This design comes from an exercise in tuning for small area, a short achievable clock period and few clock cycles per item on the open sky130 flow, not from production work. Function not checked in this run: the RTL went through the layout flow alone. Power figures rest on the tool's default switching activity, not on a simulated workload.

==> flow/design.v <==
module rle_enc (
    input  wire        clk,
    input  wire        rst,
    input  wire        in_valid,
    output wire        in_ready,
    input  wire [31:0] in_data,    
    input  wire [2:0]  in_bytes,   
    input  wire        in_last,    
    output reg         out_valid,
    input  wire        out_ready,
    output reg  [15:0] out_desc,
    output reg         out_last
);
    reg        s_valid;
    reg [31:0] s_data;
    reg [2:0]  s_bytes;
    reg        s_last;
    reg [31:0] b_data;
    reg [3:0]  v;
    reg [3:0]  sol;
    reg [3:0]  ev;
    reg        b_last;
    reg        run_act;
    reg        run_bit;
    reg [10:0] run_len;
    assign in_ready = !s_valid;
    wire in_fire  = in_valid && !s_valid;
    wire out_free = !out_valid || out_ready;
    wire [31:0] n_data  = s_valid ? s_data  : in_data;
    wire [2:0]  n_bytes = s_valid ? s_bytes : in_bytes;
    wire        n_last  = s_valid ? s_last  : in_last;
    wire [3:0]  n_v     = (n_bytes == 3'd1) ? 4'b0001 :
                          (n_bytes == 3'd2) ? 4'b0011 :
                          (n_bytes == 3'd3) ? 4'b0111 : 4'b1111;
    wire [3:0]  n_sol, n_bt, n_ev;
    genvar g;
    generate
        for (g = 0; g < 4; g = g + 1) begin : cls
            wire [7:0] b = n_data[31 - 8 * g -: 8];
            assign n_sol[g] = (b == 8'h00) || (b == 8'hFF);
            assign n_bt[g]  = b[7];
        end
        for (g = 0; g < 3; g = g + 1) begin : brk
            wire same = n_sol[g + 1] && (n_bt[g + 1] == n_bt[g]);
            assign n_ev[g] = !n_sol[g] || (n_v[g + 1] ? !same : n_last);
        end
    endgenerate
    assign n_ev[3] = !n_sol[3] || n_last;
    wire [3:0] bt = {b_data[7], b_data[15], b_data[23], b_data[31]};
    wire [3:0] first = v & ~{v[2:0], 1'b0};
    wire [3:0] lastv = v & ~{1'b0, v[3:1]};
    wire       busy  = |v;
    wire       p_sol = |(first & sol);
    wire       p_bit = |(first & bt);
    wire [7:0] p_byte = ({8{first[0]}} & b_data[31:24]) | ({8{first[1]}} & b_data[23:16]) |
                        ({8{first[2]}} & b_data[15:8])  | ({8{first[3]}} & b_data[7:0]);
    wire       near  = &run_len[10:2];             
    wire       at_cap = near && (&run_len[1:0]);   
    wire       cont  = run_act && p_sol && (p_bit == run_bit) && !at_cap;
    wire       oc    = run_act && !cont;           
    wire       slow  = cont && near;               
    wire [3:0] evv   = ev & v;
    wire [3:0] f1    = evv & ~{evv[2:0], 1'b0} & ~{evv[1:0], 2'b0} & ~{evv[0], 3'b0};
    wire [3:0] ev2   = evv & ~f1;
    wire [3:0] f2    = ev2 & ~{ev2[2:0], 1'b0} & ~{ev2[1:0], 2'b0} & ~{ev2[0], 3'b0};
    wire       has1  = |evv;
    wire       has2  = |ev2;
    wire [3:0] le1   = has1 ? {f1[3], f1[3] | f1[2], f1[3] | f1[2] | f1[1], 1'b1} : 4'b1111;
    wire [3:0] stop  = oc ? f1 : f2;
    wire [3:0] ge_st = {stop[3] | stop[2] | stop[1] | stop[0], stop[2] | stop[1] | stop[0],
                        stop[1] | stop[0], stop[0]};
    wire [3:0] cm    = slow ? first : (v & le1);
    wire [2:0] pc    = cm[0] + cm[1] + cm[2] + cm[3];
    wire [10:0] base = run_act ? run_len : 11'd0;
    wire [2:0] lo    = {1'b0, base[1:0]} + pc;
    wire [8:0] hi1   = base[10:2] + 9'd1;
    wire [10:0] sum  = {lo[2] ? hi1 : base[10:2], lo[1:0]};
    wire       e_slow = ev[0] & first[0] | ev[1] & first[1] | ev[2] & first[2] | ev[3] & first[3];
    wire       quiet = slow ? !(e_slow || run_len[1:0] == 2'd2) : (!oc && !has1);
    wire       go    = busy && (quiet || out_free);
    wire [3:0] v_nxt = slow ? (v & ~first) : (v & ge_st);
    wire       b_free = !busy || (go && v_nxt == 4'b0000);
    wire [3:0] absb  = slow ? 4'b0000 : (v & ~ge_st & (oc ? 4'b1111 : ~le1));
    wire [3:0] afirst = absb & ~{absb[2:0], 1'b0};
    wire [2:0] apc   = absb[0] + absb[1] + absb[2] + absb[3];
    wire       e_raw = !oc && !slow && !p_sol;   
    wire       e_last = b_last && (slow ? |(first & lastv) : !oc && |(f1 & lastv));
    always @(posedge clk) begin
        if (rst) begin
            s_valid   <= 1'b0;
            v         <= 4'b0000;
            run_act   <= 1'b0;
            out_valid <= 1'b0;
        end else begin
            if (out_valid && out_ready)
                out_valid <= 1'b0;
            if (go) begin
                v <= v_nxt;
                if (quiet) begin
                    run_act <= 1'b1;
                    run_bit <= run_act ? run_bit : p_bit;
                    run_len <= sum;
                end else begin
                    out_valid <= 1'b1;
                    out_last  <= e_last;
                    if (e_raw)
                        out_desc <= {8'h00, p_byte};
                    else
                        out_desc <= {1'b1, run_act ? run_bit : p_bit, 3'b000, oc ? run_len : sum};
                    run_act <= |absb;
                    run_bit <= |(afirst & bt);
                    run_len <= {8'd0, apc};
                end
            end
            if (b_free) begin
                if (s_valid || in_fire) begin
                    b_data  <= n_data;
                    v       <= n_v;
                    sol     <= n_sol;
                    ev      <= n_ev;
                    b_last  <= n_last;
                end
                s_valid <= 1'b0;
            end else if (in_fire) begin
                s_valid <= 1'b1;
                s_data  <= in_data;
                s_bytes <= in_bytes;
                s_last  <= in_last;
            end
        end
    end
endmodule
module rle_dec (
    input  wire        clk,
    input  wire        rst,
    input  wire        in_valid,
    output wire        in_ready,
    input  wire [15:0] in_desc,
    input  wire        in_last,    
    output reg         out_valid,
    input  wire        out_ready,
    output reg  [31:0] out_data,   
    output reg  [2:0]  out_bytes,  
    output reg         out_last
);
    reg        s_valid;
    reg        s_rle;
    reg        s_bit;
    reg [10:0] s_len;       
    reg        s_last;
    reg        d_valid;
    reg        d_rle;
    reg        d_bit;
    reg [10:0] d_rem;
    reg        d_last;
    reg [1:0]  cnt;
    reg        full;
    assign in_ready = !s_valid;
    wire in_fire = in_valid && !s_valid;
    wire stall   = out_valid && !out_ready;
    wire       in_prod   = !in_desc[15] || (in_desc[10:0] != 11'd0);
    wire       s_prod    = !s_rle || (s_len != 11'd0);
    wire       next_prod = s_valid ? s_prod : (in_fire && in_prod);
    wire       d_prod = d_valid && (!d_rle || d_rem != 11'd0);
    wire [3:0] s_end  = {1'b0, d_rem[2:0]} + {2'b00, cnt};
    wire       fits   = (d_rem[10:3] == 8'd0) && (s_end <= 4'd4);
    wire [3:0] ge_c   = {1'b1, cnt != 2'd3 ? 1'b1 : 1'b0, cnt[1] == 1'b0, cnt == 2'd0};
    wire [3:0] lt_e   = {s_end > 4'd3, s_end > 4'd2, s_end > 4'd1, s_end > 4'd0};
    wire [3:0] at_c   = {cnt == 2'd3, cnt == 2'd2, cnt == 2'd1, cnt == 2'd0};
    wire [3:0] wr     = (full || !d_valid) ? 4'b0000 :
                        !d_rle ? at_c :
                        fits ? (ge_c & lt_e) : ge_c;
    wire       n4     = d_valid && !full && (d_rle ? (!fits || s_end == 4'd4) : cnt == 2'd3);
    wire [2:0] n      = full ? 3'd4 : !d_valid ? {1'b0, cnt} :
                        !d_rle ? {1'b0, cnt} + 3'd1 :
                        fits ? s_end[2:0] : 3'd4;
    wire       d_done = d_valid && (full ? !d_prod : (!d_rle || fits));
    wire [2:0] lo     = {1'b0, d_rem[1:0]} + {1'b0, cnt};
    wire [8:0] hi_m1  = d_rem[10:2] - 9'd1;
    wire [10:0] rem_n = {lo[2] ? d_rem[10:2] : hi_m1, lo[1:0]};
    wire [7:0] d_byte = d_rle ? {8{d_bit}} : d_rem[7:0];
    wire       emit_last = d_done && d_last;
    wire       emit_full = full ? d_prod : (n4 && (!d_done || next_prod));
    wire       emit      = emit_last || emit_full;
    wire       d_free    = !d_valid || d_done;
    always @(posedge clk) begin
        if (rst) begin
            s_valid   <= 1'b0;
            d_valid   <= 1'b0;
            cnt       <= 2'd0;
            full      <= 1'b0;
            out_valid <= 1'b0;
        end else if (!stall) begin
            out_valid <= emit;
            if (emit) begin
                out_bytes <= n;
                out_last  <= emit_last;
                cnt       <= 2'd0;
                full      <= 1'b0;
            end else begin
                cnt       <= n[1:0];
                full      <= n[2];
            end
            if (wr[0]) out_data[31:24] <= d_byte;
            if (wr[1]) out_data[23:16] <= d_byte;
            if (wr[2]) out_data[15:8]  <= d_byte;
            if (wr[3]) out_data[7:0]   <= d_byte;
            if (d_rle && !full && !fits)
                d_rem <= rem_n;
            if (d_free) begin
                if (s_valid) begin
                    d_valid <= 1'b1;
                    d_rle   <= s_rle;
                    d_bit   <= s_bit;
                    d_rem   <= s_len;
                    d_last  <= s_last;
                    s_valid <= 1'b0;
                end else begin
                    d_valid <= in_fire;
                    d_rle   <= in_desc[15];
                    d_bit   <= in_desc[14];
                    d_rem   <= in_desc[10:0];
                    d_last  <= in_last;
                end
            end else if (in_fire) begin
                s_valid <= 1'b1;
                s_rle   <= in_desc[15];
                s_bit   <= in_desc[14];
                s_len   <= in_desc[10:0];
                s_last  <= in_last;
            end
        end else if (in_fire) begin
            s_valid <= 1'b1;
            s_rle   <= in_desc[15];
            s_bit   <= in_desc[14];
            s_len   <= in_desc[10:0];
            s_last  <= in_last;
        end
    end
endmodule
module rle_codec (
    input  wire        clk,
    input  wire        rst,
    input  wire        enc_in_valid,
    output wire        enc_in_ready,
    input  wire [31:0] enc_in_data,
    input  wire [2:0]  enc_in_bytes,
    input  wire        enc_in_last,
    output wire        enc_out_valid,
    input  wire        enc_out_ready,
    output wire [15:0] enc_out_desc,
    output wire        enc_out_last,
    input  wire        dec_in_valid,
    output wire        dec_in_ready,
    input  wire [15:0] dec_in_desc,
    input  wire        dec_in_last,
    output wire        dec_out_valid,
    input  wire        dec_out_ready,
    output wire [31:0] dec_out_data,
    output wire [2:0]  dec_out_bytes,
    output wire        dec_out_last
);
    rle_enc u_enc (
        .clk(clk), .rst(rst),
        .in_valid(enc_in_valid), .in_ready(enc_in_ready),
        .in_data(enc_in_data), .in_bytes(enc_in_bytes), .in_last(enc_in_last),
        .out_valid(enc_out_valid), .out_ready(enc_out_ready),
        .out_desc(enc_out_desc), .out_last(enc_out_last)
    );
    rle_dec u_dec (
        .clk(clk), .rst(rst),
        .in_valid(dec_in_valid), .in_ready(dec_in_ready),
        .in_desc(dec_in_desc), .in_last(dec_in_last),
        .out_valid(dec_out_valid), .out_ready(dec_out_ready),
        .out_data(dec_out_data), .out_bytes(dec_out_bytes), .out_last(dec_out_last)
    );
endmodule
==> flow/run.sh <==
#!/bin/bash
# synth_recipe.tcl (not shown) runs the flow's synth.tcl, then flattens the netlist and writes it again
# the make line also repeats each setting of config.mk as NAME=value (left out here)
make -C /OpenROAD-flow-scripts/flow DESIGN_CONFIG=/design/flow/config.mk WORK_HOME=/design/flow/orfs CLKGATE_MAP_FILE= SYNTH_SCRIPT=/design/flow/synth_recipe.tcl finish
==> flow/config.mk <==
export PLATFORM = sky130hd
export DESIGN_NAME = rle_codec
export DESIGN_NICKNAME = rle_codec
export VERILOG_FILES = /design/flow/design.v
export SDC_FILE = /design/flow/constraint.sdc
export NUM_CORES = 4
export LEC_CHECK = 0
export CAP_MARGIN = 20
export CORE_MARGIN = 2
export CORE_UTILIZATION = 40
export SETUP_SLACK_MARGIN = 3.5
export SLEW_MARGIN = 20
==> flow/constraint.sdc <==
create_clock -name core_clock -period 6.0 [get_ports {clk}]
set_input_delay 1.2000 -clock core_clock [delete_from_list [all_inputs] [get_ports {clk}]]
set_output_delay 1.2000 -clock core_clock [all_outputs]
set_load 0.01 [all_outputs]
==> results.toml <==
[status]
status = "complete, no violations"

[pwr]
irDropWorstVdd_mv = 0.213
power_leakage_nw = 4.82
totalPowerFinal_mw = 5.43
powerDensity_nw_per_um2 = 412

[timing]
timing.hold.ws_ns = 0.534
max-slew-margin-rel_pct = 49.1
max_freq_ghz = 0.242
grt_setup_unrepaired = "true"
setup_viol = 0
maxSlewViolCount = 0
fin_skew_ns = 0.0172
fin_setup_tns_ns = 0
min_period_over_period_pct = 68.8
tightest_slew_ns = 0.755
hold_viol_final = 0
fin_crit_ns = 4.13

[die]
fp.dieW_um = 154
die_y_um = 154
rows = 55
start_util_pct = 40.3
dieArea_um2 = 23800
ios = 116
coreArea_um2 = 22400

[drt]
drt_iter0_drc = 744
top_layer = "met4"
drt-total-wl_mm = 24.7
drc = 0
wl_met2_mm = 11.7
vias_per_cell = 5.50
met1Wirelength_mm = 11.1
vias = 7111
met3_length_mm = 1.39
wl_per_cell_um = 19.1
ant_nets = 0
first_pass_iters = 5

[worst_setup_path]
slowest_stage = "or4_4"
cp.arrival_ns = 4.33
cp_max_fo = 3
slowest_delay_ns = 0.56
path_cells = "nand3_2, or4_4, o21ai_4, nor3_4, o21ai_1, and2_1, ha_1, inv_2, fa_1, inv_2, ha_4, inv_2, fa_2, xnor2_4, and4_4, nand3_2, or3_1, xor2_1, o21ai_1"
cp_common_cell = "inv_2"
crit_path_end_kind = "flop"
cp.required_ns = 6.20
crit_type = "flop to flop"
path_buf_inv = 3
critical_path.top_delay_family = "simple AND/OR/NAND/NOR gates"
setup.worst_path.start_class = "flop"

[clocking]
clkLatencyLatePin_ns = 0.44
root_buffer = "clkbuf_16"
cts_hold_buf = 0
cts_tree = "done"
htreeDepth = 4
clockBufferDepth = 2
numCtsBuffers = 17
clk_pin_slew_ns = 0.08
cts_sinks = 180

[synth]
synth-seq-area-share_pct = 58.3
netlist_instances = 784
async_flop_share_pct = 0
synth.distinct_cells = 69
synth.cell_area_um2 = 9050
yosys_warnings = 2
synth_edf_count = 167
ys.flop_type = "edfxtp_1"
syn_area_per_cell_um2 = 11.5
ys_seq_elements = 180

[global_routing]
grt_antenna_before_repair = 0
grtUsageTotal_pct = 20.6
globalRoute.totalOverflow = 0
grt_pass1_wl_mm = 38.1
grt_max_degree = 42
grt_pass1_vias = 6870

[final_layout]
synthToLayoutAreaGrowth_pct = 45.7
antenna_cells = 0
drive_gt1_share_pct = 31.2
fin_area_um2 = 13200
nets = 1073
final_cells = 1292

[placement]
dp_hpwl_mm = 15.3
placed_cell_area_um2 = 10700
placedCellCount = 1158
io_buffers = 109
gp_congestion = 0.887

[min_path]
hold_path_class = "flop to flop"

[job]
maxCapViolCount = 0
==> routing by layer <==
| layer | track usage (%) | vias up |
|---|---|---|
| li1 | - | 3372 |
| met1 | 28.9 | 3431 |
| met2 | 32.7 | 270 |
| met3 | 3.87 | 38 |
| met4 | 6.13 | 0 |
| met5 | 0 | - |
==> worst reg2reg max path, delay by kind of cell, from the launching register on <==
kind	cells	cell delay [ns]
simple gates	7	1.53
fa+ha+maj	4	1.11
flops	1	0.44
xor+xnor	2	0.34
compound gates	3	0.28
buf+inv	3	0.17
==> power by group <==
part           switching (mW)  leakage, nW  internal (mW)  total (mW)
registers               0.136         1.65           1.70        1.84
logic                    1.37         2.89           1.11        2.48
clock network           0.552        0.283          0.561        1.11
==> Yosys cell counts, types with 3 or more instances <==
cell / n / area, um^2
xor2_1: 7 / 61.3
and4_1: 3 / 26.3
edfxtp_1: 167 / 5010
buf_4: 4 / 30.0
and2_1: 4 / 25.0
a21oi_1: 39 / 195
nor2b_1: 7 / 43.8
o21ai_0: 46 / 230
nor2_1: 54 / 203
or3_1: 7 / 43.8
nor3_1: 23 / 115
nand3b_1: 5 / 37.5
xnor2_1: 16 / 140
buf_2: 9 / 45.0
fa_1: 4 / 80.1
nand2b_1: 8 / 50.1
o211ai_1: 4 / 30.0
a22oi_1: 11 / 82.6
a211oi_1: 10 / 75.1
nor4_1: 15 / 93.8
a311oi_1: 5 / 43.8
inv_1: 73 / 274
clkbuf_1: 15 / 56.3
and3_1: 9 / 56.3
or2_2: 3 / 18.8
buf_1: 5 / 18.8
a221oi_1: 3 / 26.3
mux2_2: 8 / 90.1
nand2_1: 54 / 203
a22o_1: 4 / 35.0
dfxtp_1: 13 / 260
o32ai_1: 4 / 35.0
ha_1: 16 / 200
nor4b_1: 4 / 35.0
mux2i_1: 47 / 470
a31oi_1: 13 / 81.3
nand3_1: 14 / 70.1
nand4_1: 11 / 68.8
==> logic make-up (layout without fill, tap and decap cells) <==
logic type,count (synthesis),after routing,synth area share (%)
buffers and inverters,108,324,4.79
adder cells (fa/ha/maj),20,20,3.10
XOR/XNOR,25,25,2.71
AND/OR/NAND/NOR,231,235,13.2
multiplexers,55,55,6.20
AO/OA/AOI/OAI,164,165,11.7
other,1,3,0.0415
flip-flops,180,180,58.3
==> metrics by stage <==
stage	setup WS, ns	utilization [%]
2_1_floorplan	1.65	-
3_3_place_gp	1.06	47.8
3_5_place_dp	1.06	47.8
4_1_cts	1.86	56.2
5_1_grt	1.69	58.8
6_report	1.87	58.8
==> what timing repair did <==
| item | in CTS | in global routing |
|---|---|---|
| pin swaps | 35 | 33 |
| setup endpoints to repair | 272 | 208 |
| endpoints found under the hold margin | 0 | 0 |
| buffers inserted | 63 | 27 |
| cloned | 10 | 2 |
| resized for setup | 194 | 79 |
==> state kept, by name, summed over array words and instances (netlist names), 4 cells and up <==
register        count
u_enc.out_desc     13
u_enc.run_len      11
u_enc.v             4
u_enc.s_data       32
u_enc.sol           4
u_dec.out_data     32
u_dec.s_len        11
u_enc.b_data       32
u_dec.d_rem        11
u_enc.ev            4
==> cell usage in the layout (no fill, tap or decap), types with 6 or more instances in the layout <==
cell type        Yosys  layout
inv_8                0       6
dlygate4sd2_1        0      51
mux2i_1             47      35
nor4_2               1       6
xor2_1               7       7
nor4_1              15       9
buf_6                0      25
clkbuf_16            0      19
mux2_2               8       7
mux2i_2              0       8
dlymetal6s2s_1       0       7
nor2_1              54      45
buf_4                4      60
nand3_1             14      11
nor3_4               1       9
a31oi_1             13      10
xnor2_1             16       9
inv_1               73      66
xnor2_2              1       7
clkdlybuf4s50_1      0      49
a21oi_2              0      12
nand2_1             54      45
nand4_1             11      11
nand2b_1             8       8
edfxtp_1           167     167
o21ai_1              0       6
o21ai_2              1      10
ha_1                16      13
a21oi_1             39      24
inv_2                0       6
nor3_1              23      12
buf_12               0      12
o21ai_0             46      30
a22oi_1             11      10
and3_1               9       7
==> path summary, 6_finish.rpt <==
check | start | to | slack [ns] | cells after the start
max | u_enc.run_len[10]$_SDFFCE_PP0P_ | u_enc.out_desc[7]$_DFFE_PP_ | 1.87 | 19
min | u_dec.s_valid$_SDFF_PP0_ | u_dec.s_valid$_SDFF_PP0_ | 0.53 | 2
max reg2reg | u_enc.run_len[10]$_SDFFCE_PP0P_ | u_enc.out_desc[7]$_DFFE_PP_ | 1.87 | 19
min reg2reg | u_dec.s_valid$_SDFF_PP0_ | u_dec.s_valid$_SDFF_PP0_ | 0.53 | 2
==> layout make-up <==
cell class	instances	area, um^2
repair buffers	218	2300
flip-flops and latches	180	5290
well taps	285	357
multi-input cells	503	4370
inverters	74	283
clock buffers	18	429
clock inverters	14	151
fillers	1826	9250

## re-timing with driven ports
Ports are ideal in the flow. The routed layout listed here was re-timed in OpenROAD. Step 1: set_driving_cell puts a clkbuf_16 on clk and a buf_2 on each other input, an assumption about the parent block. Step 2 also shifts input and output timing later by t, the mid clock arrival at the registers, as if the neighbouring blocks saw the same clock. a / b / c = no drivers / after step 1 / after step 2; a / b = the first two.
shift t [ns]: 0.480
setup WS [ns]: 1.871 / 1.871 / 1.871
clock arrival spread, ns: 0.017 / 0.017
worst data-port slew with drivers (ns): 0.06
cell pins on the clock port's net: 1
After both steps this run still meets setup and hold. For this run, drivers alone change the setup slack by 0.000 ns; drivers and shift together by 0.000 ns.
